This is an optimization exercise on Yosys and OpenROAD, whose aim is small area, a short achievable clock period and few clock cycles, not a production implementation. Only simulation tests tie the RTL to the original design; equivalence was not proved. Power and IR drop assume default switching activity.

==> flow/design.v <==
module ca_divider (
    input  wire        clk,
    input  wire        rst,
    input  wire        start_div,
    input  wire        start_mul,
    input  wire        is_mod,
    input  wire [31:0] a,
    input  wire [31:0] b,
    output wire        done,
    output wire [31:0] result
);
    localparam [2:0] U_IDLE = 3'd0, U_NORM = 3'd1, U_DIV = 3'd2, U_WB = 3'd3, U_MUL = 3'd4;
    reg [2:0]  st;
    reg [31:0] r;         
    reg [31:0] d;         
    reg [31:0] q;         
    reg [31:0] ca;        
    reg        cbs;       
    reg        cv;        
    reg [4:0]  cnt;
    reg        mul_last;   
    function [5:0] lzc32(input [31:0] x);
        reg [15:0] y16;
        reg [7:0]  y8;
        reg [3:0]  y4;
        reg [1:0]  y2;
        reg z16, z8, z4, z2, z1;
        begin
            z16 = (x[31:16] == 16'd0);
            y16 = z16 ? x[15:0] : x[31:16];
            z8  = (y16[15:8] == 8'd0);
            y8  = z8 ? y16[7:0] : y16[15:8];
            z4  = (y8[7:4] == 4'd0);
            y4  = z4 ? y8[3:0] : y8[7:4];
            z2  = (y4[3:2] == 2'd0);
            y2  = z2 ? y4[1:0] : y4[3:2];
            z1  = ~y2[1];
            lzc32 = (z16 & z8 & z4 & z2 & z1 & ~y2[0]) ? 6'd32 : {1'b0, z16, z8, z4, z2, z1};
        end
    endfunction
    wire [31:0] a_abs = a[31] ? (~a + 32'd1) : a;
    wire [31:0] b_abs = b[31] ? (~b + 32'd1) : b;
    wire        hit   = cv && (a == ca) && (b[31] == cbs) && (b_abs == d);
    wire [5:0]  lz_r  = lzc32(r);
    wire [5:0]  lz_d  = lzc32(d);
    wire [5:0]  shamt = lz_d - lz_r;
    wire        a_small = (lz_r > lz_d);           
    wire [32:0] diff  = {1'b0, r} - {1'b0, d};
    wire        qb1   = ~diff[32];
    wire [31:0] r1    = qb1 ? diff[31:0] : r;
    wire [31:0] d_h   = {1'b0, d[31:1]};
    wire [32:0] diff2 = {1'b0, r1} - {1'b0, d_h};
    wire        qb2   = ~diff2[32];
    wire [31:0] r2    = qb2 ? diff2[31:0] : r1;
    wire [31:0] pnew  = r + (d & {32{q[0]}}) + ({d[30:0], 1'b0} & {32{q[1]}})
                          + ({d[29:0], 2'b0} & {32{q[2]}}) + ({d[28:0], 3'b0} & {32{q[3]}});
    always @(posedge clk) begin
        if (rst) begin
            st <= U_IDLE;
            cv <= 1'b0;
        end else begin
            case (st)
            U_IDLE: begin
                if (start_div) begin
                    if (hit) begin
                        st <= U_WB;
                    end else begin
                        r  <= a_abs;
                        d  <= b_abs;
                        q  <= 32'd0;
                        ca <= a;
                        cbs <= b[31];
                        cv <= 1'b0;
                        st <= U_NORM;
                    end
                end else if (start_mul) begin
                    r  <= 32'd0;
                    d  <= a;
                    q  <= b;
                    mul_last <= (b[31:4] == 28'd0);
                    cv <= 1'b0;
                    st <= U_MUL;
                end
            end
            U_NORM: begin
                if (a_small) begin
                    st <= U_WB;
                end else begin
                    d   <= d << shamt[4:0];
                    cnt <= shamt[4:0];
                    st  <= U_DIV;
                end
            end
            U_DIV: begin
                if (cnt == 5'd0) begin
                    r  <= r1;
                    q  <= {q[30:0], qb1};
                    st <= U_WB;
                end else begin
                    r   <= r2;
                    q   <= {q[29:0], qb1, qb2};
                    cnt <= cnt - 5'd2;
                    if (cnt == 5'd1) begin
                        d  <= d_h;
                        st <= U_WB;
                    end else begin
                        d  <= {2'b0, d[31:2]};
                    end
                end
            end
            U_WB: begin
                cv <= 1'b1;
                st <= U_IDLE;
            end
            U_MUL: begin
                r <= pnew;
                d <= {d[27:0], 4'd0};
                q <= {4'd0, q[31:4]};
                mul_last <= (q[31:8] == 24'd0);
                if (mul_last) st <= U_IDLE;
            end
            default: st <= U_IDLE;
            endcase
        end
    end
    wire        neg  = is_mod ? ca[31] : (ca[31] ^ cbs);
    wire [31:0] mag  = is_mod ? r : q;
    wire [31:0] dres = neg ? (~mag + 32'd1) : mag;
    assign done   = (st == U_WB) || (st == U_MUL && mul_last);
    assign result = (st == U_MUL) ? pnew : dres;
endmodule
module ca_core (
    input  wire        clk,
    input  wire        rst,
    output wire        imem_en,
    output wire [9:0]  imem_addr,
    input  wire [47:0] imem_rdata,
    output reg         dmem_en,
    output reg         dmem_we,
    output reg  [9:0]  dmem_addr,
    output reg  [31:0] dmem_wdata,
    input  wire [31:0] dmem_rdata,
    input  wire        in_valid,
    input  wire [31:0] in_tick,
    input  wire [20:0] in_char,
    output wire        in_ack,
    output wire        out_valid,
    output wire [20:0] out_data,
    output reg         halted,
    output reg         faulted,
    output reg  [2:0]  fault_code,
    output reg  [31:0] tick,
    output reg  [31:0] icount
);
    localparam [2:0] F_NONE  = 3'd0,
                     F_ARITH = 3'd1,
                     F_MEMD  = 3'd2,
                     F_MEMI  = 3'd3,
                     F_IO    = 3'd4,
                     F_ILL   = 3'd5;
    localparam [4:0] OP_ADD = 5'd0,  OP_SUB = 5'd1,  OP_DIV = 5'd2,  OP_MOD = 5'd3,
                     OP_MUL = 5'd4,  OP_CMP = 5'd5,  OP_JE  = 5'd6,  OP_JNE = 5'd7,
                     OP_JMP = 5'd8,  OP_OUT = 5'd9,  OP_IN  = 5'd10, OP_LD  = 5'd11,
                     OP_SV  = 5'd12, OP_IRET = 5'd13, OP_STI = 5'd14, OP_CLI = 5'd15,
                     OP_HALT = 5'd16;
    localparam [2:0] E_IDLE = 3'd0,    
                     E_LD   = 3'd1,    
                     E_IRET = 3'd2,    
                     E_MD   = 3'd3,    
                     E_INT2 = 3'd4,    
                     E_INT3 = 3'd5,    
                     E_PUSH = 3'd6;    
    reg [31:0] r1, r2, r3, r4;
    reg [31:0] sp;
    reg [31:0] pc;                 
    reg        ie;
    reg        in_intr;
    reg        latch_full;
    reg [20:0] latch_char;
    reg [9:0]  fpc;                
    reg        btb_v;              
    reg [9:0]  btb_pc;             
    reg [9:0]  btb_tgt;            
    reg        d_pred;             
    reg        e_pred;             
    reg        e_t;                
    reg        dv;                 
    reg        ev;                 
    reg [4:0]  op;
    reg [2:0]  f_out;
    reg [31:0] a_val, b_val;       
    reg        pc_bad;             
    reg        ir_legal;
    reg        ir_single;          
    reg [2:0]  es;
    reg        due_r;              
    reg        due_stale;          
    reg        no_chk;             
    wire done = halted | faulted;
    function legal_word(input [47:0] w);
        reg [4:0] o;
        reg fa, fb, fj, fl, fi, ho, h1, h2, ook, a1ok, a2ok;
        begin
            o  = w[47:43];
            fa = (o <= OP_CMP);
            fb = (o == OP_JE) || (o == OP_JNE) || (o == OP_SV);
            fj = (o == OP_JMP) || (o == OP_OUT);
            fl = (o == OP_LD);
            fi = (o == OP_IN);
            ho = fa || fl || fi;
            h1 = fa || fb;
            h2 = fa || fb || fj || fl;
            ook  = ho ? (w[42:40] >= 3'd1 && w[42:40] <= 3'd5) : (w[42:40] == 3'd0);
            a1ok = h1 ? (w[39:37] <= 3'd5) : (w[39:37] == 3'd0);
            a2ok = h2 ? (w[36] || (w[31:3] == 29'd0 && w[2:0] <= 3'd5))
                      : (!w[36] && w[31:0] == 32'd0);
            legal_word = (o <= OP_HALT) && (w[35:32] == 4'd0) && ook && a1ok && a2ok;
        end
    endfunction
    wire [4:0] w_op = imem_rdata[47:43];
    wire w_single = !(w_op == OP_DIV || w_op == OP_MOD || w_op == OP_MUL ||
                      w_op == OP_LD  || w_op == OP_IRET);
    wire        rf_we;
    wire [31:0] rf_wdata;
    function [31:0] rd(input [2:0] n, input [31:0] v1, input [31:0] v2, input [31:0] v3,
                       input [31:0] v4, input [31:0] v5);
        case (n)
        3'd1:    rd = v1;
        3'd2:    rd = v2;
        3'd3:    rd = v3;
        3'd4:    rd = v4;
        3'd5:    rd = v5;
        default: rd = 32'd0;
        endcase
    endfunction
    wire [2:0]  w_a1    = imem_rdata[39:37];
    wire [2:0]  w_a2    = imem_rdata[2:0];
    wire [31:0] w_a_val = (rf_we && f_out == w_a1 && w_a1 != 3'd0) ? rf_wdata :
                          rd(w_a1, r1, r2, r3, r4, sp);
    wire [31:0] w_b_reg = (rf_we && f_out == w_a2 && w_a2 != 3'd0) ? rf_wdata :
                          rd(w_a2, r1, r2, r3, r4, sp);
    wire [31:0] w_b_val = imem_rdata[36] ? imem_rdata[31:0] : w_b_reg;
    wire [31:0] pc_inc  = {21'd0, {1'b0, pc[9:0]} + 11'd1};
    wire        b_ok    = (b_val[31:10] == 22'd0);
    wire        sp_ok   = (sp[31:10] == 22'd0);
    wire [31:0] sp_adj  = sp + {{31{es != E_IRET}}, 1'b1};
    wire        push_ok = ((sp[31:10] == 22'd0) && (sp[9:0] != 10'd0)) || (sp == 32'd1024);
    wire [9:0]  push_addr = sp[9:0] - 10'd1;
    wire        a_zero  = (a_val == 32'd0);
    wire chk      = (es == E_IDLE) && !done;
    wire due_ok   = due_r && !due_stale && !no_chk;
    wire drop     = chk && in_intr && due_ok;
    wire take_int = chk && !in_intr && ie && due_ok;
    wire go       = chk && ev && (no_chk || (!due_stale && !(due_r && (in_intr || ie))));
    wire x        = go && !pc_bad && ir_legal;
    wire is_alu  = (op == OP_ADD) || (op == OP_SUB) || (op == OP_CMP);
    wire is_div  = (op == OP_DIV) || (op == OP_MOD);
    wire br_take = (op == OP_JMP) || (op == OP_JE && a_zero) || (op == OP_JNE && !a_zero);
    wire is_br   = (op == OP_JMP) || (op == OP_JE) || (op == OP_JNE);
    wire f_arith = is_div && (b_val == 32'd0);
    wire f_io    = (op == OP_IN) && !latch_full;
    wire f_memd  = ((op == OP_LD || op == OP_SV) && !b_ok) || (op == OP_IRET && !sp_ok);
    wire ok      = x && !f_arith && !f_io && !f_memd;
    wire taken    = x && br_take;
    wire redirect = x && (is_br ? (br_take != e_pred) : e_pred);
    wire [9:0] redirect_addr = br_take ? b_val[9:0] : pc_inc[9:0];
    wire        md_done;
    wire [31:0] md_result;
    ca_divider u_div (
        .clk       (clk),
        .rst       (rst),
        .start_div (x && is_div),
        .start_mul (x && op == OP_MUL),
        .is_mod    (op == OP_MOD),
        .a         (a_val),
        .b         (b_val),
        .done      (md_done),
        .result    (md_result)
    );
    wire fin = (ok && ir_single) || (es == E_LD) || (es == E_IRET) || (es == E_MD && md_done);
    wire adv = (go && ir_single) || (es == E_LD) || (es == E_MD && md_done);
    assign imem_en   = redirect || !dv || !ev || adv;
    wire [9:0] req_addr = redirect ? redirect_addr : fpc;
    wire       req_pred = btb_v && (req_addr == btb_pc);
    assign imem_addr = req_addr;
    wire flush = take_int || (es == E_PUSH) || (es == E_INT2) || (es == E_INT3) || (es == E_IRET);
    assign rf_we = (ok && (is_alu || op == OP_IN)) || (es == E_LD) || (es == E_MD && md_done);
    wire        alu_sub = (op != OP_ADD);
    wire [32:0] alu_sum = {a_val, 1'b1} + {b_val ^ {32{alu_sub}}, alu_sub};
    wire [31:0] alu_res = alu_sum[32:1];
    assign rf_wdata = (es == E_LD) ? dmem_rdata :
                      (es == E_MD) ? md_result :
                      (op == OP_IN) ? {11'd0, latch_char} : alu_res;
    always @(posedge clk) begin
        if (rf_we && f_out == 3'd1) r1 <= rf_wdata;
        if (rf_we && f_out == 3'd2) r2 <= rf_wdata;
        if (rf_we && f_out == 3'd3) r3 <= rf_wdata;
        if (rf_we && f_out == 3'd4) r4 <= rf_wdata;
    end
    wire push = (es == E_PUSH);
    always @(posedge clk) begin
        if (rst)
            sp <= 32'd1023;
        else if (push || es == E_IRET)
            sp <= sp_adj;
        else if (rf_we && f_out == 3'd5)
            sp <= rf_wdata;
    end
    assign in_ack = drop || push;
    always @* begin
        dmem_en    = 1'b0;
        dmem_we    = 1'b0;
        dmem_addr  = b_val[9:0];
        dmem_wdata = a_val;
        if (push) begin
            dmem_en    = 1'b1;
            dmem_we    = 1'b1;
            dmem_addr  = push_addr;
            dmem_wdata = pc;
        end else if (es == E_INT2) begin
            dmem_en    = 1'b1;
            dmem_addr  = 10'd0;
        end else if (x && op == OP_IRET) begin
            dmem_en    = 1'b1;
            dmem_addr  = sp[9:0];
        end else if (x && (op == OP_LD || op == OP_SV)) begin
            dmem_en    = 1'b1;
            dmem_we    = (op == OP_SV) && b_ok;
        end
    end
    assign out_valid = ok && (op == OP_OUT);
    assign out_data  = b_val[20:0];
    wire [31:0] pc_d = (es == E_IRET || es == E_INT3) ? dmem_rdata :
                       taken ? b_val :
                       fin ? pc_inc : pc;
    wire [31:0] tick_p1 = tick + 32'd1;
    wire [2:0]  tinc    = (es == E_INT3) ? 3'd4 :
                          (((taken && op != OP_JMP) || es == E_IRET) ? 3'd2 : 3'd1);
    wire c0 = (in_tick <= tick);
    wire c1 = (in_tick <= tick_p1);
    always @(posedge clk) begin
        if (rst) begin
            es         <= E_IDLE;
            pc         <= 32'd0;
            pc_bad     <= 1'b0;
            fpc        <= 10'd0;
            btb_v      <= 1'b0;
            dv         <= 1'b0;
            ev         <= 1'b0;
            ie         <= 1'b0;
            in_intr    <= 1'b0;
            latch_full <= 1'b0;
            halted     <= 1'b0;
            faulted    <= 1'b0;
            fault_code <= F_NONE;
            tick       <= 32'd0;
            icount     <= 32'd0;
            due_r      <= 1'b0;
            due_stale  <= 1'b1;
            no_chk     <= 1'b0;
        end else begin
            if (es == E_INT3)
                no_chk <= 1'b1;
            else if (go)
                no_chk <= 1'b0;
            if (flush)
                dv <= 1'b0;
            else if (imem_en)
                dv <= 1'b1;
            if (es == E_IRET || es == E_INT3)
                fpc <= dmem_rdata[9:0];
            else if (imem_en)
                fpc <= req_pred ? btb_tgt : req_addr + 10'd1;
            if (imem_en)
                d_pred <= req_pred;
            if (taken && !e_pred && e_t && b_val[31:10] == 22'd0) begin
                btb_v   <= 1'b1;
                btb_pc  <= pc[9:0];
                btb_tgt <= b_val[9:0];
            end
            if (flush || redirect) begin
                ev <= 1'b0;
            end else if (!ev || adv) begin
                ev       <= dv;
                e_pred   <= d_pred;
                e_t      <= imem_rdata[36];
                op       <= imem_rdata[47:43];
                f_out    <= imem_rdata[42:40];
                a_val    <= w_a_val;
                b_val    <= w_b_val;
                ir_legal <= legal_word(imem_rdata);
                ir_single <= w_single;
            end
            due_r     <= in_valid && (adv ? c1 : c0);
            due_stale <= in_ack;
            if (fin || es == E_INT3)
                tick <= tick + {29'd0, tinc};
            if (fin)
                icount <= icount + 32'd1;
            pc     <= pc_d;
            pc_bad <= (pc_d[31:10] != 22'd0);
            if (take_int) begin
                if (!push_ok) begin
                    faulted    <= 1'b1;
                    fault_code <= F_MEMD;
                end else begin
                    es         <= E_PUSH;
                end
            end
            if (push) begin
                latch_full <= 1'b1;
                latch_char <= in_char;
                es         <= E_INT2;
            end
            if (es == E_INT2)
                es <= E_INT3;
            if (es == E_INT3) begin
                in_intr <= 1'b1;
                ie      <= 1'b0;
                es      <= E_IDLE;
            end
            if (go) begin
                if (pc_bad) begin
                    faulted    <= 1'b1;
                    fault_code <= F_MEMI;
                end else if (!ir_legal) begin
                    faulted    <= 1'b1;
                    fault_code <= F_ILL;
                end else if (f_arith) begin
                    faulted    <= 1'b1;
                    fault_code <= F_ARITH;
                end else if (f_io) begin
                    faulted    <= 1'b1;
                    fault_code <= F_IO;
                end else if (f_memd) begin
                    faulted    <= 1'b1;
                    fault_code <= F_MEMD;
                end else begin
                    case (op)
                    OP_LD:   es <= E_LD;
                    OP_IRET: es <= E_IRET;
                    OP_DIV, OP_MOD, OP_MUL: es <= E_MD;
                    OP_IN:   latch_full <= 1'b0;
                    OP_STI:  ie <= 1'b1;
                    OP_CLI:  ie <= 1'b0;
                    OP_HALT: halted <= 1'b1;
                    default: ;
                    endcase
                end
            end
            if (es == E_LD)
                es <= E_IDLE;
            if (es == E_IRET) begin
                in_intr <= 1'b0;
                ie      <= 1'b1;
                es      <= E_IDLE;
            end
            if (es == E_MD && md_done)
                es <= E_IDLE;
        end
    end
endmodule
==> flow/flow/run.sh <==
#!/bin/bash
set -euo pipefail
bash standard.sh SETUP_SLACK_MARGIN=8 finish > standard.log 2>&1
==> flow/standard.sh <==
#!/bin/bash
# synth_recipe.tcl (not shown) runs the flow's synth.tcl, then flattens the netlist and writes it again
# the make line also repeats each setting of config.mk as NAME=value (left out here)
make -C /OpenROAD-flow-scripts/flow DESIGN_CONFIG=/design/flow/config.mk WORK_HOME=/design/flow/orfs CLKGATE_MAP_FILE= SYNTH_SCRIPT=/design/flow/synth_recipe.tcl "${@:-finish}"
==> flow/config.mk <==
export PLATFORM = sky130hd
export DESIGN_NAME = ca_core
export DESIGN_NICKNAME = ca_core
export VERILOG_FILES = /design/flow/design.v
export SDC_FILE = /design/flow/constraint.sdc
export NUM_CORES = 4
export LEC_CHECK = 0
export CAP_MARGIN = 20
export CORE_MARGIN = 2
export CORE_UTILIZATION = 40
export SLEW_MARGIN = 20
==> flow/constraint.sdc <==
create_clock -name core_clock -period 15.0 [get_ports {clk}]
set_input_delay 3.0000 -clock core_clock [delete_from_list [all_inputs] [get_ports {clk}]]
set_output_delay 3.0000 -clock core_clock [all_outputs]
set_load 0.01 [all_outputs]
==> results of run 1 <==
## worst max-delay path: cells and delay by family (launching register included)
kind / cells / cell delay (ns)
buf+inv: 3 / 0.99
compound gates: 1 / 0.27
flops: 1 / 0.73
simple gates: 5 / 1.31
## final cells by class
cell class                 instances  area (um^2)  area share [%]
sequential                       541        14700            25.7
inverter                         311         1180            2.07
multi-input combinational       4581        32000            56.1
timing repair buffer             545         4930            8.63
clock inverter                    25          305           0.535
clock buffer                     101         1970            3.45
antenna                            1         2.50         0.00438
tap                             1612         2020            3.53
## per-layer routing
layer	vias to the layer above	global-route usage [%]	share of wire (%)
li1	21700	-	-
met5	-	0	0.018
met2	3323	52.6	42
met1	24200	46.7	39
met3	642	7.54	12
met4	6	20.1	6.8
## power groups by stage
stage	sequential (mW)	clock, mW	combinational, mW
floorplan	1.73	0	0.601
global placement	1.77	0	0.998
detailed placement	1.77	0	0.999
CTS	1.73	1.74	1.04
global route	1.73	1.79	1.15
finish	1.73	1.73	1.10
## cell usage after synthesis, types with 21 or more instances
cell	number
clkbuf_1	327
mux2i_1	134
edfxtp_1	381
xnor2_1	277
a221oi_1	51
a31oi_1	64
buf_1	27
and3_1	45
nor2_1	535
dfxtp_1	160
a21o_1	118
nand2b_1	55
nand2_1	600
inv_1	305
xor2_1	128
mux2_2	30
o21a_1	46
a221o_1	36
nand3_1	103
nand4_1	83
o31ai_1	53
buf_4	22
nor4_1	68
fa_1	93
o211ai_1	57
a22oi_1	67
o221ai_1	58
o21ai_0	279
o22ai_1	22
nor3_1	103
a211oi_1	65
ha_1	242
o21ai_1	49
nor2b_1	53
or4_1	27
or2_2	21
or3_1	53
and2_1	133
a21oi_1	490
## registers in the layout (all words and copies together), names as in the netlist, 5 cells and up
signal      flops
btb_tgt        10
u_div.d        32
latch_char     21
btb_pc         10
b_val          32
pc             32
sp             32
u_div.cnt       5
tick           32
r4             32
icount         32
r1             32
r3             32
u_div.q        32
u_div.r        32
r2             32
fpc            10
a_val          32
u_div.ca       32
op              5
## how the worst max path moves through the flow
| stage | from | endpoint | slack (ns) | depth (start not counted) |
|---|---|---|---|---|
| 3_3_place_gp | u_div.d[0]$_DFFE_PP_ | u_div.r[5]$_DFFE_PP_ | 6.56 | 26 |
| 4_1_cts | a_val[27]$_DFFE_PP_ | imem_addr[2] | 7.91 | 9 |
| 2_1_floorplan | u_div.d[2]$_DFFE_PP_ | u_div.r[17]$_DFFE_PP_ | 8.29 | 26 |
| 3_5_place_dp | u_div.d[0]$_DFFE_PP_ | u_div.r[5]$_DFFE_PP_ | 6.47 | 26 |
| 5_1_grt | u_div.q[3]$_DFFE_PP_ | r1[29]$_DFFE_PP_ | 7.96 | 21 |
| 6_report | a_val[17]$_DFFE_PP_ | imem_addr[9] | 8.03 | 9 |
## timing repair
action	CTS	global route
pin swaps	23	17
setup buffers	66	63
gates resized for setup	63	57
gates cloned	4	0
endpoints found under the setup margin	57	109
## stage by stage
step	setup slack [ns]	power, mW	instances	cell area [um^2]
final	8.03	4.56	7717	57100
after global routing	7.96	4.67	7716	57100
after CTS	7.91	4.51	7653	56300
after detailed placement	6.47	2.77	7457	53100
after global placement	6.56	2.77	7456	53100
after floorplan	8.29	2.33	5831	48700
## kinds of logic (layout without fill, tap and decap cells)
logic type	Yosys count	after routing
AND/OR/NAND/NOR	1965	1965
multiplexers	177	177
other	0	1
AO/OA/AOI/OAI	1697	1698
flip-flops	541	541
buffers and inverters	710	982
adder cells (fa/ha/maj)	335	335
XOR/XNOR	406	406
==> notes.md, run 1 <==
I/O pin count 283; clock power share 37.9%; CP endpoint kind output port; Cells after Synth 5,831; Post-synth EDFFs 381; critical path launch point type flip-flop; height of the die 353 um; Sw Ratio 33.2%; initial DRC count 7,071; placer congestion estimate 1.01; Routed Antenna Nets 0; Net Sw Power 1.52 mW; VDD IR max 0.0000846 V; r2r setup slk 8.12 ns; Residual DRC 0; Layout Nets 6,519; ys async rst share 0%; synth top area cells edfxtp_1 24%, dfxtp_1 6.6%, ha_1 6.2%; vias in the first global route 46.2k; Worst Tran Pin Value 1.25 ns; number of synthesized register bits 541; predominant post-synthesis flop cell edfxtp_1; commonest non-fill, non-tap cell in the layout nand2_1; CP peak stage delay 0.73 ns; final setup vio count 0; worst hold margin 0.424 ns; Rel. slew slack 15.5%; antenna violations before repair 7; WL per Instance 29.5 um; CTS root buf clkbuf_16; critical path cell sequence nor4b_2 > nand4_1 > buf_4 > or3_4 > a31oi_2 > buf_12 > nand3_1 > nand3_2 > clkdlybuf4s50_1; Die ar. 125,000 um^2; TritonCTS Sinks 541; Pins Over Slew Limit 0; global route overflow 0; gr usage total 35.1%; Yosys top cell area share 23.5%; Hold EP e_pred$_DFFE_PP_; Vias 49.9k; unrepaired setup endpoints after global routing yes; Synth Warn # 2; Die Wd 353 um; Simple-Gate Fraction of Synth Area 19.5%; CTS buffer count 68; clock latency (worst-skew pair) 0.68 ns; first-pass GRT wire length 324 mm; Worst-path clk slew 0.06 ns; period utilization 46.5%; register area share after synthesis 30.1%; kind of critical path flip-flop to output port; crit path max fanout 25; # rows 127; DR pass1 iterations 9; Final Hold Vio Count 0; reg2reg end u_div.r[5]$_DFFE_PP_; largest family of logic cells by synthesized area compound AO/OA/AOI/OAI gates; P_leak 21.8 nW; cells on worst reg2reg path 27; Synth cell types 119; PD cells 79.9 nW/um^2; Avg Inst Size Synth 8.35 um^2; status no timing/DRC/antenna violations; share of cells above drive strength 1 10.1%; Synth area leader edfxtp_1; Clock Skew 0.0459 ns; WP data required 12.00 ns; Comb power frac 24.2%; Starting Density 40.5%; Max Fclk 143 MHz; complex-gate fraction of the synthesized area 23.2%; Synth Cell Area 48,700 um^2; final core occ 47.5%; slowest CP cell edfxtp_1; xor/xnor share of the synthesized area 7.33%; largest net degree at the start of global routing 73; via/cell ratio 6.47; Layout fillers 11.7k; min Tclk post-route 6.97 ns; worst r2r src u_div.d[5]$_DFFE_PP_; DP Wirelength 171 mm; sequential share of power 37.9%; Max Root-Sink Buffers 3; final wirelength 228 mm; setup TNS 0 ns; Hold Path Depth 0; Area Overhead vs Synth 17.2%; Post-Synth Adder-Cell Area 10.0%; hold_buf cts 0; CP arrival 3.97 ns; multiplexer share of the synthesized area 4.05%; most frequent cells in the layout 595 x nand2_1, 520 x nor2_1, 482 x a21oi_1; Min-Delay Startpoint d_pred$_DFFE_PP_; Max-Cap Viols 0; CTS tree built; internal power 3.05 mW; Core ar. 120,000 um^2; Hold Crit Class flip-flop to flip-flop; H-tree depth 3; Mapped Nets 6,302; port bufs 282
Testbench counts, summed over its fixed seeds: cycles 26,875.
==> run 2: changes to the inputs <==
--- a/flow/design.v
+++ b/flow/design.v
@@ -18,7 +18,6 @@
     reg        cbs;       
     reg        cv;        
     reg [4:0]  cnt;
-    reg        mul_last;   
     function [5:0] lzc32(input [31:0] x);
         reg [15:0] y16;
         reg [7:0]  y8;
@@ -54,6 +53,7 @@
     wire [31:0] r2    = qb2 ? diff2[31:0] : r1;
     wire [31:0] pnew  = r + (d & {32{q[0]}}) + ({d[30:0], 1'b0} & {32{q[1]}})
                           + ({d[29:0], 2'b0} & {32{q[2]}}) + ({d[28:0], 3'b0} & {32{q[3]}});
+    wire        mul_last = (q[31:4] == 28'd0);
     always @(posedge clk) begin
         if (rst) begin
             st <= U_IDLE;
@@ -77,7 +77,6 @@
                     r  <= 32'd0;
                     d  <= a;
                     q  <= b;
-                    mul_last <= (b[31:4] == 28'd0);
                     cv <= 1'b0;
                     st <= U_MUL;
                 end
@@ -116,7 +115,6 @@
                 r <= pnew;
                 d <= {d[27:0], 4'd0};
                 q <= {4'd0, q[31:4]};
-                mul_last <= (q[31:8] == 24'd0);
                 if (mul_last) st <= U_IDLE;
             end
             default: st <= U_IDLE;
@@ -189,6 +187,7 @@
     reg [4:0]  op;
     reg [2:0]  f_out;
     reg [31:0] a_val, b_val;       
+    reg        a_zero;             
     reg        pc_bad;             
     reg        ir_legal;
     reg        ir_single;          
@@ -240,13 +239,15 @@
     wire [31:0] w_b_reg = (rf_we && f_out == w_a2 && w_a2 != 3'd0) ? rf_wdata :
                           rd(w_a2, r1, r2, r3, r4, sp);
     wire [31:0] w_b_val = imem_rdata[36] ? imem_rdata[31:0] : w_b_reg;
+    wire z1 = (r1 == 32'd0), z2 = (r2 == 32'd0), z3 = (r3 == 32'd0), z4 = (r4 == 32'd0), zs = (sp == 32'd0);
+    wire w_a_zero = (rf_we && f_out == w_a1 && w_a1 != 3'd0) ? (rf_wdata == 32'd0) :
+                    rd(w_a1, {31'd0, z1}, {31'd0, z2}, {31'd0, z3}, {31'd0, z4}, {31'd0, zs}) != 32'd0 || w_a1 == 3'd0 || w_a1 > 3'd5;
     wire [31:0] pc_inc  = {21'd0, {1'b0, pc[9:0]} + 11'd1};
     wire        b_ok    = (b_val[31:10] == 22'd0);
     wire        sp_ok   = (sp[31:10] == 22'd0);
     wire [31:0] sp_adj  = sp + {{31{es != E_IRET}}, 1'b1};
     wire        push_ok = ((sp[31:10] == 22'd0) && (sp[9:0] != 10'd0)) || (sp == 32'd1024);
     wire [9:0]  push_addr = sp[9:0] - 10'd1;
-    wire        a_zero  = (a_val == 32'd0);
     wire chk      = (es == E_IDLE) && !done;
     wire due_ok   = due_r && !due_stale && !no_chk;
     wire drop     = chk && in_intr && due_ok;
@@ -387,6 +388,7 @@
                 op       <= imem_rdata[47:43];
                 f_out    <= imem_rdata[42:40];
                 a_val    <= w_a_val;
+                a_zero   <= w_a_zero;
                 b_val    <= w_b_val;
                 ir_legal <= legal_word(imem_rdata);
                 ir_single <= w_single;
==> flow/flow/run.sh (replaced) <==
#!/bin/bash
set -euo pipefail
bash standard.sh SETUP_SLACK_MARGIN=8.5 finish > standard.log 2>&1
==> run 2 against run 1 <==
Effect of this change: largest power group is now combinational logic; die area rose by 0.22%; still clean; worst setup slack improved by 0.49 ns; cell count rose by 0.29%; total power rose by 31%; critical path type unchanged; first-iteration DRC count fell by 1.7%; critical endpoint is now dmem_wdata[1]; synthesized cell count fell by 0.15%; cell area rose by 1.8%; core utilization rose by 0.40 points; combinational power rose by 120%; sequential share of layout area fell by 0.45 points; via count fell by 0.15%.
==> notes.md, run 2 <==
status no timing/DRC/antenna violations; H-tree depth 3; Layout Nets 6,529; Reg area 14,600 um^2; Synth area leader edfxtp_1; Max Fclk 154 MHz; slowest CP cell o21ai_0; TritonCTS Sinks 541; WP data required 12.00 ns; # rows 128; Area Overhead vs Synth 19.1%; final setup vio count 0; final wirelength 234 mm; commonest non-fill, non-tap cell in the layout nand2_1; gr usage total 35.9%; initial DRC count 6,949; Residual DRC 0; predominant post-synthesis flop cell edfxtp_1; Synth cell types 92; port bufs 282; DP Wirelength 175 mm; via/cell ratio 6.44; global route overflow 0; ys async rst share 0%; VDD IR max 0.0000911 V; synth top area cells edfxtp_1 23%, dfxtp_1 6.6%, ha_1 6.2%; CTS tree built; Synth Warn # 2; height of the die 353 um; Max Root-Sink Buffers 3; first-pass GRT wire length 331 mm; CP peak stage delay 0.76 ns; share of cells above drive strength 1 11.3%; crit path max fanout 36; Worst path top cell family by delay buffers and inverters; Post-synth top cells 638 x nand2_1, 457 x a21oi_1, 434 x nor2_1; register area share after synthesis 30.0%; Die ar. 125,000 um^2; CP arrival 3.48 ns; antenna violations before repair 12; Pins Over Slew Limit 0; dpl cells 7,463; setup TNS 0 ns; count leader, synth nand2_1; Worst-path clk slew 0.06 ns; period utilization 43.2%; min Tclk post-route 6.48 ns; CTS root buf clkbuf_16; unrepaired setup endpoints after global routing yes; kind of critical path flip-flop to output port; P_leak 22.1 nW; Yosys top cell area share 23.4%; PD cells 103 nW/um^2; Avg Inst Size Synth 8.38 um^2; placer congestion estimate 1.04; CP endpoint kind output port; footprint of the multi-input gates 32,600 um^2; CTS buffer count 68; Mapped Nets 6,292; critical path cell sequence nand2b_4 > nor2_2 > buf_6 > o21ai_0 > clkdlybuf4s50_1; Post-synth EDFFs 381; DR pass1 iterations 7; number of synthesized register bits 541; Starting Density 40.2%; I/O pin count 283; Rel. slew slack 13.6%; largest net degree at the start of global routing 102; clock latency (worst-skew pair) 0.69 ns; Routed Antenna Nets 0; WL per Instance 30.2 um; vias in the first global route 46.8k; Core ar. 121,000 um^2; worst path bufs/invs 2; Cells after Synth 5,822; Layout fillers 11.9k; Die Wd 353 um; most frequent cells in the layout 630 x nand2_1, 442 x a21oi_1, 416 x nor2_1; Final Hold Vio Count 0; Worst Tran Pin Value 1.28 ns; fin cells 7,739; Hold Crit Class flip-flop to flip-flop; Synth Cell Area 48,800 um^2; Vias 49.8k; Clock Skew 0.0418 ns; Max-Cap Viols 0; critical path launch point type flip-flop
## run 2: changes by cell type after synthesis, moves of 34 or more
| cell | before | now |
|---|---|---|
| nand2_1 | 600 | 638 |
| nor2_1 | 535 | 434 |
| nor4_1 | 68 | 102 |
| o21ai_0 | 279 | 357 |
| o21ai_1 | 49 | 5 |
## run 2: repair_timing
item	4_1_cts	5_1_grt
hold buffers	0	0
setup buffers	73	73
gates cloned	0	5
gates resized for setup	143	124
pin swaps	17	42
endpoints found under the setup margin	185	122
## run 2: metal layers
layer  part of all wire (%)  track usage (%)  routed length, um  vias to the layer above
met4                    6.7             20.0              15600                       20
met2                     43             54.1             100000                     3277
met3                     11             7.90              25600                      684
met1                     39             47.6              92300                    24100
li1                       -                -                  -                    21800
met5                  0.053                0                125                        -
## run 2: kinds of logic after synthesis
kind of cell | count (synthesis) | share of synthesized area (%)
AOI/OAI and AO/OA | 1657 | 22.2
xor gates and xnor gates | 433 | 8.22
adders and majority gates | 334 | 10.0
buffers and inverters | 699 | 5.57
DFF | 541 | 30.0
muxes | 209 | 4.71
and+or+nand+nor | 1949 | 19.3
## run 2: metrics by stage
stage | hold WS (ns) | util (%) | total power [mW] | setup WS [ns] | cell area [um^2]
after CTS | 0.445 | 46.8 | 5.76 | 8.48 | 56900
after detailed placement | 0.427 | 43.9 | 3.90 | 6.78 | 53300
after floorplan | 0.400 | - | 3.10 | 8.53 | 48800
after global placement | 0.433 | 43.9 | 3.91 | 6.92 | 53300
after global routing | 0.455 | 47.9 | 6.16 | 8.32 | 58100
final | 0.440 | 47.9 | 5.98 | 8.52 | 58100
## run 2: layout make-up
class                   instances  area share [%]
repair buffers                575            9.12
clock buffers                  85            3.18
well taps                    1625            3.50
inverters                     290            1.91
diodes                          1         0.00431
flip-flops and latches        541            25.2
multi-input cells            4583            56.2
clock inverters                39           0.902
## run 2: final timing paths
| kind | from | end | slack (ns) | cells after the start |
|---|---|---|---|---|
| setup reg to reg | u_div.d[19]$_DFFE_PP_ | u_div.d[29]$_DFFE_PP_ | 8.60 | 22 |
| setup / recovery | es[0]$_SDFF_PP0_ | dmem_wdata[1] | 8.52 | 5 |
| hold reg to reg | d_pred$_DFFE_PP_ | e_pred$_DFFE_PP_ | 0.44 | 0 |
| hold / removal | d_pred$_DFFE_PP_ | e_pred$_DFFE_PP_ | 0.44 | 0 |
## run 2: report_power, final
part	internal [mW]	leakage, nW	switching, mW
Combinational	0.890	16.2	1.52
Clock	1.06	1.14	0.744
Sequential	1.70	4.80	0.0709
Testbench counts of run 2, summed over its fixed seeds: cycles 26,875.
==> run 3: changes to the inputs <==
--- a/flow/config.mk
+++ b/flow/config.mk
@@ -7,5 +7,5 @@
 export LEC_CHECK = 0
 export CAP_MARGIN = 20
 export CORE_MARGIN = 2
-export CORE_UTILIZATION = 40
+export CORE_UTILIZATION = 55
 export SLEW_MARGIN = 20
==> run 3 against run 2 <==
Effect of this change: non-clock buffer count is 6 higher; cell area is 1.3% lower; sequential power hardly changed; routed wire length is 4.2% lower; still clean on timing, DRC and antenna; critical path depth is 17 higher; die area is 27% lower; sequential share of layout area is 0.34 points higher; global-route usage is 12 points higher; clock power is 8% lower.
==> notes.md, run 3 <==
via/cell ratio 6.96; final wirelength 224 mm; clock power share 28.5%; Clock Skew 0.0384 ns; Max-Cap Viols 0; placer congestion estimate 1.15; Synth Cell Area 48,800 um^2; CTS root buf clkbuf_16; most frequent cells in the layout 631 x nand2_1, 439 x a21oi_1, 418 x nor2_1; hold_buf cts 0; critical path launch point type flip-flop; Final Hold Vio Count 0; Avg Inst Size Synth 8.38 um^2; VDD IR max 0.000101 V; Mapped Nets 6,292; Comb power frac 40.6%; Die Wd 302 um; Synth cell types 92; CTS tree built; status no timing/DRC/antenna violations; crit path max fanout 44; # rows 109; period utilization 44.5%; Net Sw Power 2.27 mW; number of synthesized register bits 541; share of cells above drive strength 1 11.2%; min Tclk post-route 6.67 ns; count leader, synth nand2_1; largest net degree at the start of global routing 77; Vias 50.7k; CP endpoint kind flip-flop; Cells after Synth 5,822; Core ar. 88,100 um^2; PD cells 101 nW/um^2; gr usage total 47.4%; DP Wirelength 162 mm; DR pass1 iterations 11; antenna violations before repair 24; CTS buffer count 61; Rel. slew slack 13.1%; synth top area cells edfxtp_1 23%, dfxtp_1 6.6%, ha_1 6.2%; first-pass GRT wire length 317 mm; Pins Over Slew Limit 0; Die ar. 91,100 um^2; register area share after synthesis 30.0%; H-tree depth 2; Worst Tran Pin Value 1.29 ns; Residual DRC 0; initial DRC count 7,805; I/O pin count 283; TritonCTS Sinks 541; global route overflow 0; internal power 3.52 mW; Worst-path clk slew 0.06 ns; setup TNS 0 ns; kind of critical path flip-flop to flip-flop; Yosys top cell area share 23.4%; WL per Instance 30.8 um; Layout Nets 6,528; Routed Antenna Nets 0; P_leak 22.0 nW; ys async rst share 0%; Post-synth top cells 638 x nand2_1, 457 x a21oi_1, 434 x nor2_1; Post-synth EDFFs 381; final core occ 65.1%; commonest non-fill, non-tap cell in the layout nand2_1; height of the die 302 um; final setup vio count 0; Synth Warn # 2; CP arrival 7.12 ns; vias in the first global route 46.3k; Area Overhead vs Synth 17.5%; port bufs 282; sequential share of power 30.9%; WP data required 15.45 ns; Max Fclk 150 MHz; unrepaired setup endpoints after global routing yes; clock latency (worst-skew pair) 0.73 ns; predominant post-synthesis flop cell edfxtp_1; Hold Crit Class flip-flop to flip-flop; Sw Ratio 39.2%; Starting Density 55.4%; Synth area leader edfxtp_1; Pwr Total 5.79 mW; Max Root-Sink Buffers 3
## run 3: cell count changes in the layout (fill, tap and decap cells not counted), moves of 5 or more
| cell | change |
|---|---|
| buf_4 | +5 |
| buf_6 | +5 |
| clkbuf_16 | -7 |
| clkbuf_8 | +5 |
| diode_2 | +11 |
## run 3: path summary, 6_finish.rpt
check | startpoint | end | slack (ns) | cells after the start
hold / removal | d_pred$_DFFE_PP_ | e_pred$_DFFE_PP_ | 0.43 | 0
hold reg to reg | d_pred$_DFFE_PP_ | e_pred$_DFFE_PP_ | 0.43 | 0
setup / recovery | u_div.d[26]$_DFFE_PP_ | u_div.d[21]$_DFFE_PP_ | 8.33 | 22
setup reg to reg | u_div.d[26]$_DFFE_PP_ | u_div.d[21]$_DFFE_PP_ | 8.33 | 22
## run 3: area by class of cell
| class | instances | area, um^2 |
|---|---|---|
| fill | 7594 | 30800 |
| multi-input combinational | 4583 | 32600 |
| sequential | 541 | 14700 |
| inverter | 290 | 1100 |
| antenna | 12 | 30.0 |
| clock inverter | 35 | 427 |
| clock buffer | 81 | 1730 |
| timing repair buffer | 581 | 5320 |
| tap | 1165 | 1460 |
## run 3: cells by family (layout without fill, tap and decap cells)
kind of cell             Yosys count  count (layout)  share of synthesized area, %
flip-flops                       541             541                          30.0
other                              0              12                             0
buffers and inverters            699             987                          5.57
multiplexers                     209             209                          4.71
adder cells (fa/ha/maj)          334             334                          10.0
AND/OR/NAND/NOR                 1949            1949                          19.3
AO/OA/AOI/OAI                   1657            1658                          22.2
XOR/XNOR                         433             433                          8.22
## run 3: timing repair
action	in CTS	in global routing
resized for setup	129	123
pin swaps	16	43
endpoints found under the setup margin	180	132
gates cloned	1	5
setup buffers	70	85
## run 3: power by group through the flow
stage	registers, mW	clock network [mW]	logic (mW)
final	1.79	1.65	2.35
after global routing	1.79	1.70	2.46
after CTS	1.78	1.64	2.11
after detailed placement	1.83	0	2.01
after global placement	1.82	0	2.00
after floorplan	1.76	0	1.34
## run 3: through the flow
| step | instances | hold slack [ns] | instance area, um^2 | setup WS (ns) |
|---|---|---|---|---|
| 3_3_place_gp | 6998 | 0.422 | 52700 | 6.95 |
| 5_1_grt | 7279 | 0.458 | 57300 | 8.16 |
| 3_5_place_dp | 6998 | 0.410 | 52700 | 6.90 |
| 6_report | 7288 | 0.427 | 57300 | 8.33 |
| 4_1_cts | 7185 | 0.433 | 56000 | 8.50 |
| 2_1_floorplan | 5822 | 0.400 | 48800 | 8.53 |
## run 3: metal layers
metal	vias up	GRT usage [%]	share of wire (%)
li1	21800	-	-
met1	23900	58.7	35
met2	3971	69.6	42
met3	1030	14.4	14
met4	30	35.1	9.4
met5	-	0.466	0.098
## run 3: critical path, cell delays in order (launching register included)
cell	delay (ns)
edfxtp_1	0.65
nor4_1	0.31
and4_4	0.40
a21o_1	0.30
nand3b_1	0.32
nor3_2	0.12
a21oi_1	0.21
a221o_1	0.20
a21oi_1	0.06
or4_1	0.52
or2_2	0.38
nand2_1	0.08
ha_1	0.13
inv_1	0.06
fa_2	0.59
buf_12	0.24
mux4_2	0.59
a21oi_2	0.25
and2_1	0.16
a31o_2	0.10
o22ai_1	0.27
a222oi_1	0.29
o21ai_0	0.13
==> run 4: changes to the inputs <==
--- a/flow/design.v
+++ b/flow/design.v
@@ -18,6 +18,7 @@
     reg        cbs;       
     reg        cv;        
     reg [4:0]  cnt;
+    reg        mul_last;   
     function [5:0] lzc32(input [31:0] x);
         reg [15:0] y16;
         reg [7:0]  y8;
@@ -53,7 +54,6 @@
     wire [31:0] r2    = qb2 ? diff2[31:0] : r1;
     wire [31:0] pnew  = r + (d & {32{q[0]}}) + ({d[30:0], 1'b0} & {32{q[1]}})
                           + ({d[29:0], 2'b0} & {32{q[2]}}) + ({d[28:0], 3'b0} & {32{q[3]}});
-    wire        mul_last = (q[31:4] == 28'd0);
     always @(posedge clk) begin
         if (rst) begin
             st <= U_IDLE;
@@ -77,6 +77,7 @@
                     r  <= 32'd0;
                     d  <= a;
                     q  <= b;
+                    mul_last <= (b[31:4] == 28'd0);
                     cv <= 1'b0;
                     st <= U_MUL;
                 end
@@ -115,6 +116,7 @@
                 r <= pnew;
                 d <= {d[27:0], 4'd0};
                 q <= {4'd0, q[31:4]};
+                mul_last <= (q[31:8] == 24'd0);
                 if (mul_last) st <= U_IDLE;
             end
             default: st <= U_IDLE;
--- a/flow/config.mk
+++ b/flow/config.mk
@@ -7,5 +7,5 @@
 export LEC_CHECK = 0
 export CAP_MARGIN = 20
 export CORE_MARGIN = 2
-export CORE_UTILIZATION = 55
+export CORE_UTILIZATION = 40
 export SLEW_MARGIN = 20
==> run 4 against run 3 <==
Effect of this change: hold slack improved by 0.0027 ns; sequential power shrank 3%; core utilization is 17 points lower; largest cell class unchanged; register-to-register slack improved by 0.13 ns; critical path depth shrank 3; highest routed layer unchanged; die area up 35%; global-route usage down 12 points; total power decreased by 22%; largest power group is now clock; sequential share of layout area increased by 0.18 points.
==> notes.md, run 4 <==
status no timing/DRC/antenna violations; P_leak 21.5 nW; worst r2r src u_div.q[3]$_DFFE_PP_; clock latency (worst-skew pair) 0.71 ns; hold_buf cts 0; share of cells above drive strength 1 10.3%; critical path cell sequence buf_4 > clkbuf_16 > and2_1 > fa_1 > fa_1 > fa_1 > ha_2 > a21o_1 > nand2_1 > or4bb_1 > o211ai_1 > o211ai_1 > and3_4 > or3b_1 > or4_4 > or4_1 > or4_1 > nor4_1 > a21o_1; Die Wd 351 um; worst hold margin 0.429 ns; VDD IR max 0.0000751 V; CTS root buf clkbuf_16; CP most frequent cell fa_1; port bufs 282; antenna violations before repair 8; Synth Cell Area 48,100 um^2; CP endpoint kind flip-flop; Worst Tran Pin Value 1.25 ns; Pwr Total 4.51 mW; Max-Cap Viols 0; vias in the first global route 45.8k; # rows 127; CP arrival 7.08 ns; height of the die 351 um; setup TNS 0 ns; critical path launch point type flip-flop; Core ar. 120,000 um^2; H-tree depth 3; ys async rst share 0%; CTS buffer count 69; DR pass1 iterations 9; period utilization 43.6%; CP peak stage delay 0.57 ns; gr usage total 35.3%; slowest CP cell fa_1; Max Root-Sink Buffers 3; Rel. slew slack 16.2%; post-route setup slack 8.46 ns; TritonCTS Sinks 542; Mapped Nets 6,264; Hold Crit Class flip-flop to flip-flop; Residual DRC 0; # diodes 0; placer congestion estimate 1.06; DP Wirelength 165 mm; count leader, synth nand2_1; via/cell ratio 6.45; Cells after Synth 5,794; Clock Skew 0.0802 ns; Layout Nets 6,500; commonest non-fill, non-tap cell in the layout nand2_1; Synth Warn # 2; Final Hold Vio Count 0; PD cells 79.1 nW/um^2; reg2reg end a_zero$_DFFE_PP_; Hold Path Depth 0; predominant post-synthesis flop cell edfxtp_1; Routed Antenna Nets 0; unrepaired setup endpoints after global routing yes; Max Fclk 153 MHz; CTS tree built; WP data required 15.54 ns; final setup vio count 0; largest net degree at the start of global routing 129; cells on worst reg2reg path 19; global route overflow 0; Area Overhead vs Synth 18.7%; Yosys top cell area share 23.9%; pre-CTS WS 6.40 ns; register area share after synthesis 30.5%; synth top area cells edfxtp_1 24%, dfxtp_1 6.7%, ha_1 6.3%; Avg Inst Size Synth 8.30 um^2; Worst-path clk slew 0.06 ns; Synth cell types 92; most frequent cells in the layout 686 x nand2_1, 478 x a21oi_1, 443 x nor2_1; Pins Over Slew Limit 0; Layout fillers 11.6k; I/O pin count 283; min Tclk post-route 6.54 ns; Die ar. 123,000 um^2; kind of critical path flip-flop to flip-flop; Vias 49.6k; final wirelength 226 mm; Synth area leader edfxtp_1; r2r setup slk 8.46 ns; Starting Density 40.2%; Hold EP e_pred$_DFFE_PP_; Post-synth EDFFs 382; WL per Instance 29.4 um; number of synthesized register bits 542; first-pass GRT wire length 321 mm; Post-synth top cells 689 x nand2_1, 488 x a21oi_1, 464 x nor2_1; initial DRC count 6,908; Min-Delay Startpoint d_pred$_DFFE_PP_; crit path max fanout 6
run 4: changes by cell type after synthesis, sizes merged, moves of 21 or more:
cell,before,now
a21o,97,74
nor2,434,466
mux2i,153,122
a31oi,57,36
o221ai,73,52
nand2,638,689
a221oi,18,46
o21a,78,44
nand3,123,97
a21oi,457,490
run 4: through the flow:
step,instances,util (%),cell area (um^2)
floorplan,5794,-,48100
global placement,7426,43.9,52600
detailed placement,7426,43.9,52600
CTS,7634,46.9,56200
global route,7698,47.7,57100
finish,7698,47.7,57100
run 4: timing repair:
| item | CTS | global route |
|---|---|---|
| endpoints found under the setup margin | 223 | 205 |
| resized for setup | 123 | 97 |
| cloned | 6 | 4 |
| pin swaps | 22 | 29 |
| setup buffers | 75 | 60 |
run 4: layer usage:
layer	routed length [um]	share of wire, %	vias up	track usage, %
met3	27100	12	673	8.86
li1	-	-	21600	-
met1	87100	39	24000	46.4
met2	95000	42	3366	52.3
met4	16900	7.5	8	21.4
met5	49	0.022	-	0.118
run 4: critical path: cells and delay by family, from the launching register on:
| kind | cells | cell delay (ns) |
|---|---|---|
| AO/OA/AOI/OAI | 4 | 0.71 |
| adder cells (fa/ha/maj) | 4 | 1.91 |
| buffers and inverters | 2 | 0.34 |
| flip-flops | 1 | 0.45 |
| AND/OR/NAND/NOR | 9 | 3.00 |
run 4: power by group:
part           switching, mW  internal (mW)
Sequential            0.0609           1.67
Clock                  0.758           1.05
Combinational          0.629          0.352
run 4: cells by family after synthesis:
kind of cell,count (synthesis),synth area share (%)
compound gates,1603,21.6
xor+xnor,430,7.83
fa+ha+maj,334,10.1
buf+inv,688,5.58
flops,542,30.5
mux,165,3.90
simple gates,2032,20.4
run 4: worst max-delay path by stage:
| stage | to | slack, ns | startpoint |
|---|---|---|---|
| floorplan | u_div.q[0]$_DFFE_PP_ | 8.61 | u_div.d[1]$_DFFE_PP_ |
| global placement | u_div.q[0]$_DFFE_PP_ | 6.47 | u_div.d[0]$_DFFE_PP_ |
| detailed placement | u_div.q[0]$_DFFE_PP_ | 6.40 | u_div.r[0]$_DFFE_PP_ |
| CTS | dmem_wdata[31] | 8.50 | es[1]$_SDFF_PP0_ |
| global route | a_zero$_DFFE_PP_ | 8.39 | u_div.q[3]$_DFFE_PP_ |
| finish | a_zero$_DFFE_PP_ | 8.46 | u_div.q[3]$_DFFE_PP_ |
run 4: final cells by class:
cell class	count	area, um^2	area share, %
inverter	288	1080	1.90
multi-input combinational	4566	31600	55.4
clock inverter	42	509	0.892
timing repair buffer	563	5310	9.31
clock buffer	85	1860	3.26
tap	1612	2020	3.53
sequential	542	14700	25.7
Testbench counts of run 4, summed over its fixed seeds: cycles 26,875.
==> run 5: changes to the inputs <==
--- a/flow/config.mk
+++ b/flow/config.mk
@@ -7,5 +7,5 @@
 export LEC_CHECK = 0
 export CAP_MARGIN = 20
 export CORE_MARGIN = 2
-export CORE_UTILIZATION = 40
+export CORE_UTILIZATION = 32
 export SLEW_MARGIN = 20
==> run 5 against run 4 <==
Effect of this change: cell area up 1.6%; routed wire length up 4.1%; hold slack better by 0.0011 ns; worst setup slack worse by 0.053 ns; clock skew down 0.031 ns; critical path depth down 10; non-clock buffer count up 41; flip-flop and latch count unchanged; sequential share of layout area down 0.40 points; count of clock-buffer cells in the layout up 2; combinational power up 5%.
==> notes.md, run 5 <==
critical path launch point type flip-flop; WP data required 12.00 ns; period utilization 44.0%; Synth cell types 92; port bufs 282; min Tclk post-route 6.60 ns; Design Area, Final 58,000 um^2; CTS tree built; Post-synth top cells 689 x nand2_1, 488 x a21oi_1, 464 x nor2_1; Core ar. 150,000 um^2; complex-gate fraction of the synthesized area 21.6%; TritonCTS Sinks 542; setup TNS 0 ns; PD cells 79.1 nW/um^2; Area Overhead vs Synth 20.6%; Comb power frac 22.4%; clock latency (worst-skew pair) 0.71 ns; Synth Cell Area 48,100 um^2; DP Wirelength 173 mm; register area share after synthesis 30.5%; WL per Instance 28.9 um; slowest CP cell or4_4; final wirelength 235 mm; ys async rst share 0%; critical path cell sequence buf_4 > or4_4 > nor3_4 > buf_4 > a221oi_1 > nor3_1 > and3_1 > and4_1 > dlygate4sd2_1; Vias 49.7k; Avg Inst Size Synth 8.30 um^2; Final Hold Vio Count 0; count leader, synth nand2_1; largest family of logic cells by synthesized area compound AO/OA/AOI/OAI gates; Max Fclk 152 MHz; predominant post-synthesis flop cell edfxtp_1; I/O pin count 283; # rows 142; most frequent cells in the layout 685 x nand2_1, 478 x a21oi_1, 447 x nor2_1; Worst Tran Pin Value 1.29 ns; Post-synth EDFFs 382; Starting Density 32.1%; unrepaired setup endpoints after global routing yes; height of the die 392 um; initial DRC count 7,563; Max Root-Sink Buffers 3; CP most frequent cell buf_4; worst hold margin 0.430 ns; Post-Synth Adder-Cell Area 10.1%; Synth area leader edfxtp_1; vias in the first global route 46.0k; final setup vio count 0; crit path max fanout 7; Worst-path clk slew 0.06 ns; share of cells above drive strength 1 10.9%; placer congestion estimate 1.05; Die ar. 153,000 um^2; via/cell ratio 6.10; xor/xnor share of the synthesized area 7.83%; Yosys top cell area share 23.9%; gr usage total 29.2%; clock power share 40.3%; Net Sw Power 1.48 mW; kind of critical path flip-flop to output port; internal power 3.10 mW; Mapped Nets 6,264; Hold Crit Class flip-flop to flip-flop; H-tree depth 3; status no timing/DRC/antenna violations; Layout Nets 6,543; Reg area 14,700 um^2; Clock Skew 0.0494 ns; final core occ 38.7%; Pins Over Slew Limit 0; antenna violations before repair 7; commonest non-fill, non-tap cell in the layout nand2_1; CTS root buf clkbuf_16; VDD IR max 0.0000804 V; CTS buffer count 70; Placed Area 53,200 um^2; Synth Warn # 2; Simple-Gate Fraction of Synth Area 20.4%; DR pass1 iterations 9; Routed Antenna Nets 0; Layout fillers 15.3k; number of synthesized register bits 542; P_leak 21.7 nW; global route overflow 0; footprint of the multi-input gates 31,600 um^2; Worst path top cell family by delay simple AND/OR/NAND/NOR gates; sequential share of power 37.3%; Sw Ratio 32.3%; synth top area cells edfxtp_1 24%, dfxtp_1 6.7%, ha_1 6.3%; CP endpoint kind output port; Rel. slew slack 13.2%; CP arrival 3.60 ns; largest net degree at the start of global routing 72; CP peak stage delay 0.62 ns; Cells after Synth 5,794; worst path bufs/invs 3; Residual DRC 0; multiplexer share of the synthesized area 3.90%; first-pass GRT wire length 329 mm; Max-Cap Viols 0; Die Wd 392 um
## run 5: power by group through the flow
stage                     Clock, mW  Sequential, mW  Combinational (mW)
after floorplan                   0            1.72               0.523
after global placement            0            1.74               0.920
after detailed placement          0            1.74               0.922
after CTS                      1.87            1.71               0.962
after global routing           1.92            1.71                1.07
final                          1.85            1.71                1.03
## run 5: what timing repair did
item / in CTS / in global routing
endpoints found under the hold margin: 0 / 0
setup endpoints to repair: 255 / 193
gates resized for setup: 138 / 83
hold buffers: 0 / 0
setup buffers: 67 / 93
gates cloned: 7 / 7
pin swaps: 22 / 34
## run 5: routing by layer
| layer | wire length (um) | vias up | track usage [%] |
|---|---|---|---|
| met3 | 29400 | 689 | 8.64 |
| met2 | 99200 | 3351 | 43.3 |
| met5 | 49 | - | 0 |
| met1 | 89800 | 24000 | 37.5 |
| li1 | - | 21700 | - |
| met4 | 16800 | 8 | 17.0 |
## run 5: layout make-up
class | count | area share (%)
Multi-Input combinational cell | 4567 | 54.5
Sequential cell | 542 | 25.3
Timing Repair Buffer | 604 | 9.66
Tap cell | 2016 | 4.35
Clock buffer | 87 | 3.24
Inverter | 288 | 1.88
Clock inverter | 41 | 0.997
Antenna cell | 1 | 0.00432
## run 5: worst register-to-register path, cell delays in order, from the launching register on
cell and delay (ns):
edfxtp_1 0.56, nor4_1 1.02, and3_1 0.58, inv_1 0.17
o21ai_0 0.68, a21oi_1 0.07, o21ai_0 0.28, inv_1 0.08
ha_1 0.20, inv_1 0.09, fa_1 0.43, buf_12 0.20
clkinvlp_4 0.13, buf_4 0.20, o211a_1 0.18, a21oi_1 0.07
a21oi_1 0.43, a21oi_1 0.27, a21oi_1 0.31, o221ai_1 0.16
## run 5: kinds of logic (layout without fill, tap and decap cells)
family,Yosys count,in the layout
buffers and inverters,688,1020
xor gates and xnor gates,430,430
DFF,542,542
AOI/OAI and AO/OA,1603,1603
muxes,165,165
and+or+nand+nor,2032,2035
other,0,1
adders and majority gates,334,334
## run 5: path summary, 6_finish.rpt
path / start / depth (start not counted) / slack (ns) / endpoint
hold reg to reg: d_pred$_DFFE_PP_ / 0 / 0.43 / e_pred$_DFFE_PP_
setup reg to reg: u_div.r[25]$_DFFE_PP_ / 19 / 8.59 / u_div.d[28]$_DFFE_PP_
hold / removal: d_pred$_DFFE_PP_ / 0 / 0.43 / e_pred$_DFFE_PP_
setup / recovery: b_val[12]$_DFFE_PP_ / 9 / 8.40 / out_valid
## run 5: per-stage QoR
step / worst slack, ns / cells / total power [mW]
6_report: 8.40 / 8146 / 4.58
5_1_grt: 8.36 / 8145 / 4.69
4_1_cts: 8.45 / 8044 / 4.54
3_5_place_dp: 6.45 / 7842 / 2.67
3_3_place_gp: 6.48 / 7842 / 2.66
2_1_floorplan: 8.61 / 5794 / 2.24
==> run 6: changes to the inputs <==
==> flow/flow/run.sh (replaced) <==
#!/bin/bash
set -euo pipefail
bash standard.sh SETUP_SLACK_MARGIN=9 finish > standard.log 2>&1
--- a/flow/config.mk
+++ b/flow/config.mk
@@ -7,5 +7,5 @@
 export LEC_CHECK = 0
 export CAP_MARGIN = 20
 export CORE_MARGIN = 2
-export CORE_UTILIZATION = 32
+export CORE_UTILIZATION = 40
 export SLEW_MARGIN = 20
==> run 6 against run 5 <==
Effect of this change: still clean on timing, DRC and antenna; core utilization rose by 11 points; via count rose by 1.4%; global-route usage rose by 7.3 points; cell area rose by 2.5%; combinational power barely moved; register-to-register slack got worse by 0.05 ns; non-clock buffer count rose by 67; critical path type is now flip-flop to flip-flop; largest power group unchanged.
==> notes.md, run 6 <==
period utilization 43.0%; fin cells 7,816; synth top area cells edfxtp_1 24%, dfxtp_1 6.7%, ha_1 6.3%; Synth cell types 92; Hold Crit Class flip-flop to flip-flop; predominant post-synthesis flop cell edfxtp_1; Final Hold Vio Count 0; crit path max fanout 17; global route overflow 0; H-tree depth 3; unrepaired setup endpoints after global routing yes; antenna violations before repair 8; Pins Over Slew Limit 0; pre-CTS WS 7.32 ns; Rel. slew slack 16.2%; via/cell ratio 6.45; vias in the first global route 47.0k; WP data required 15.59 ns; register area share after synthesis 30.5%; initial DRC count 6,947; gr usage total 36.5%; Yosys top cell area share 23.9%; Synth Cell Area 48,100 um^2; Area Overhead vs Synth 23.6%; port bufs 282; number of synthesized register bits 542; Synth Warn # 2; Post-synth EDFFs 382; final core occ 49.7%; P_leak 22.3 nW; dpl cells 7,432; share of cells above drive strength 1 14.9%; Avg Inst Size Synth 8.30 um^2; Max-Cap Viols 0; status no timing/DRC/antenna violations; PD cells 76.3 nW/um^2; most frequent cells in the layout 674 x nand2_1, 452 x a21oi_1, 429 x nor2_1; # rows 127; Worst path top cell family by delay adder cells; CTS root buf clkbuf_16; Max Fclk 155 MHz; CP most frequent cell fa_1; Core ar. 120,000 um^2; Routed Antenna Nets 0; slowest CP cell fa_1; Post-synth top cells 689 x nand2_1, 488 x a21oi_1, 464 x nor2_1; commonest non-fill, non-tap cell in the layout nand2_1; Layout Nets 6,609; final wirelength 233 mm; I/O pin count 283; CTS buffer count 70; kind of critical path flip-flop to flip-flop; Cells after Synth 5,794; CP arrival 7.04 ns; setup TNS 0 ns; Clock Skew 0.0676 ns; count leader, synth nand2_1; Starting Density 40.2%; VDD IR max 0.0000823 V; Design Area, Final 59,400 um^2; DR pass1 iterations 9; critical path launch point type flip-flop; min Tclk post-route 6.46 ns; CP peak stage delay 0.58 ns; Max Root-Sink Buffers 3; worst path bufs/invs 5; Vias 50.4k; Worst Tran Pin Value 1.25 ns; first-pass GRT wire length 329 mm; Die ar. 123,000 um^2; Mapped Nets 6,264; largest net degree at the start of global routing 69; final setup vio count 0; post-route setup slack 8.54 ns; Residual DRC 0; Worst-path clk slew 0.06 ns; Die Wd 351 um; height of the die 351 um; Synth area leader edfxtp_1; critical path cell sequence buf_4 > buf_4 > bufbuf_16 > and2_1 > fa_1 > fa_1 > inv_1 > fa_1 > inv_1 > ha_1 > o21a_1 > or2_2 > a2bb2oi_1 > o21ai_0 > xnor2_1 > o22ai_1 > a211oi_2 > and2_1 > or4bb_4 > or4_4 > nor4_4 > a21o_1; TritonCTS Sinks 542; clock latency (worst-skew pair) 0.72 ns; ys async rst share 0%; Placed Area 52,700 um^2; placer congestion estimate 1.02; CP endpoint kind flip-flop; CTS tree built; DP Wirelength 165 mm; WL per Instance 29.8 um
==> run 6: cell counts after synthesis <==
No cell type changed its count.
==> run 6: final timing paths <==
path	start	to	slack, ns	cells past startpoint
worst max-delay path	u_div.q[3]$_DFFE_PP_	a_zero$_DFFE_PP_	8.54	22
worst min-delay path	d_pred$_DFFE_PP_	e_pred$_DFFE_PP_	0.42	0
worst max register to register	u_div.q[3]$_DFFE_PP_	a_zero$_DFFE_PP_	8.54	22
worst min register to register	d_pred$_DFFE_PP_	e_pred$_DFFE_PP_	0.42	0
==> run 6: metal layers <==
| layer | global-route usage [%] | up-vias | wire length, um |
|---|---|---|---|
| met4 | 22.3 | 6 | 17500 |
| li1 | - | 21900 | - |
| met3 | 10.9 | 751 | 29400 |
| met1 | 46.5 | 24300 | 87300 |
| met5 | 0 | - | 44 |
| met2 | 54.2 | 3458 | 98700 |
==> run 6: kinds of logic after synthesis <==
group,count (synthesis),share of synthesized area [%]
AND/OR/NAND/NOR,2032,20.4
AO/OA/AOI/OAI,1603,21.6
buffers and inverters,688,5.58
flip-flops,542,30.5
XOR/XNOR,430,7.83
adder cells (fa/ha/maj),334,10.1
multiplexers,165,3.90
==> run 6: through the flow <==
| step | hold slack, ns | power (mW) |
|---|---|---|
| 6_report | 0.421 | 4.53 |
| 5_1_grt | 0.456 | 4.63 |
| 4_1_cts | 0.421 | 4.44 |
| 3_5_place_dp | 0.407 | 2.65 |
| 3_3_place_gp | 0.408 | 2.65 |
| 2_1_floorplan | 0.400 | 2.24 |
==> run 6: timing repair <==
action                     CTS  global route
setup endpoints to repair  294           227
hold endpoints to repair     0             0
gates resized for setup    359           240
hold buffers                 0             0
buffers inserted           148            79
cloned                      15             5
pin swaps                   74            91
==> run 6: layout make-up <==
class / count / area, um^2
fillers: 11300 / 60200
multi-input cells: 4566 / 32700
flip-flops and latches: 542 / 14700
repair buffers: 671 / 6570
well taps: 1612 / 2020
clock buffers: 88 / 1900
inverters: 288 / 1090
clock inverters: 42 / 459
diodes: 7 / 17.5
==> run 6: where the power goes <==
part	internal (mW)	switching, mW	leakage [nW]
Clock	0.974	0.788	1.13
Combinational	0.388	0.661	16.4
Sequential	1.67	0.0526	4.80
Total	3.03	1.50	22.3

## afterwards: timing with drivers on the ports
How much do the figures lean on ideal ports? The routed layouts below were timed once more, with nothing changed but the port constraints. Step 1: set_driving_cell puts a clkbuf_16 on clk and a buf_2 on each other input, an assumption about the parent block. Step 2 times the ports against the registers' clock, not the clock port: input delays grow and output delays shrink by t, the midpoint of the rising clock arrivals with the driver on. Three values: no drivers, after step 1, after step 2; two values: the first two.
run	t, ns	slack for setup (ns)	worst hold slack (ns)	worst setup path after step 2
run 1	0.740	8.030 / 7.947 / 8.124	0.424 / 0.424 / 0.424	register to register
run 2	0.752	8.517 / 8.437 / 8.245	0.440 / 0.440 / 0.440	input to register
run 3	0.787	8.325 / 8.325 / 7.969	0.427 / 0.427 / 0.427	input to register
run 4	0.754	8.457 / 8.456 / 8.342	0.429 / 0.429 / 0.429	input to register
run 5	0.763	8.404 / 8.323 / 8.324	0.430 / 0.430 / 0.430	input to register
run 6	0.770	8.544 / 8.544 / 8.325	0.421 / 0.421 / 0.421	input to register
After both steps setup and hold are still met in every run listed. The setup slack of run 3, which loses most, moves by 0.000 ns with the drivers and by -0.356 ns with both steps.
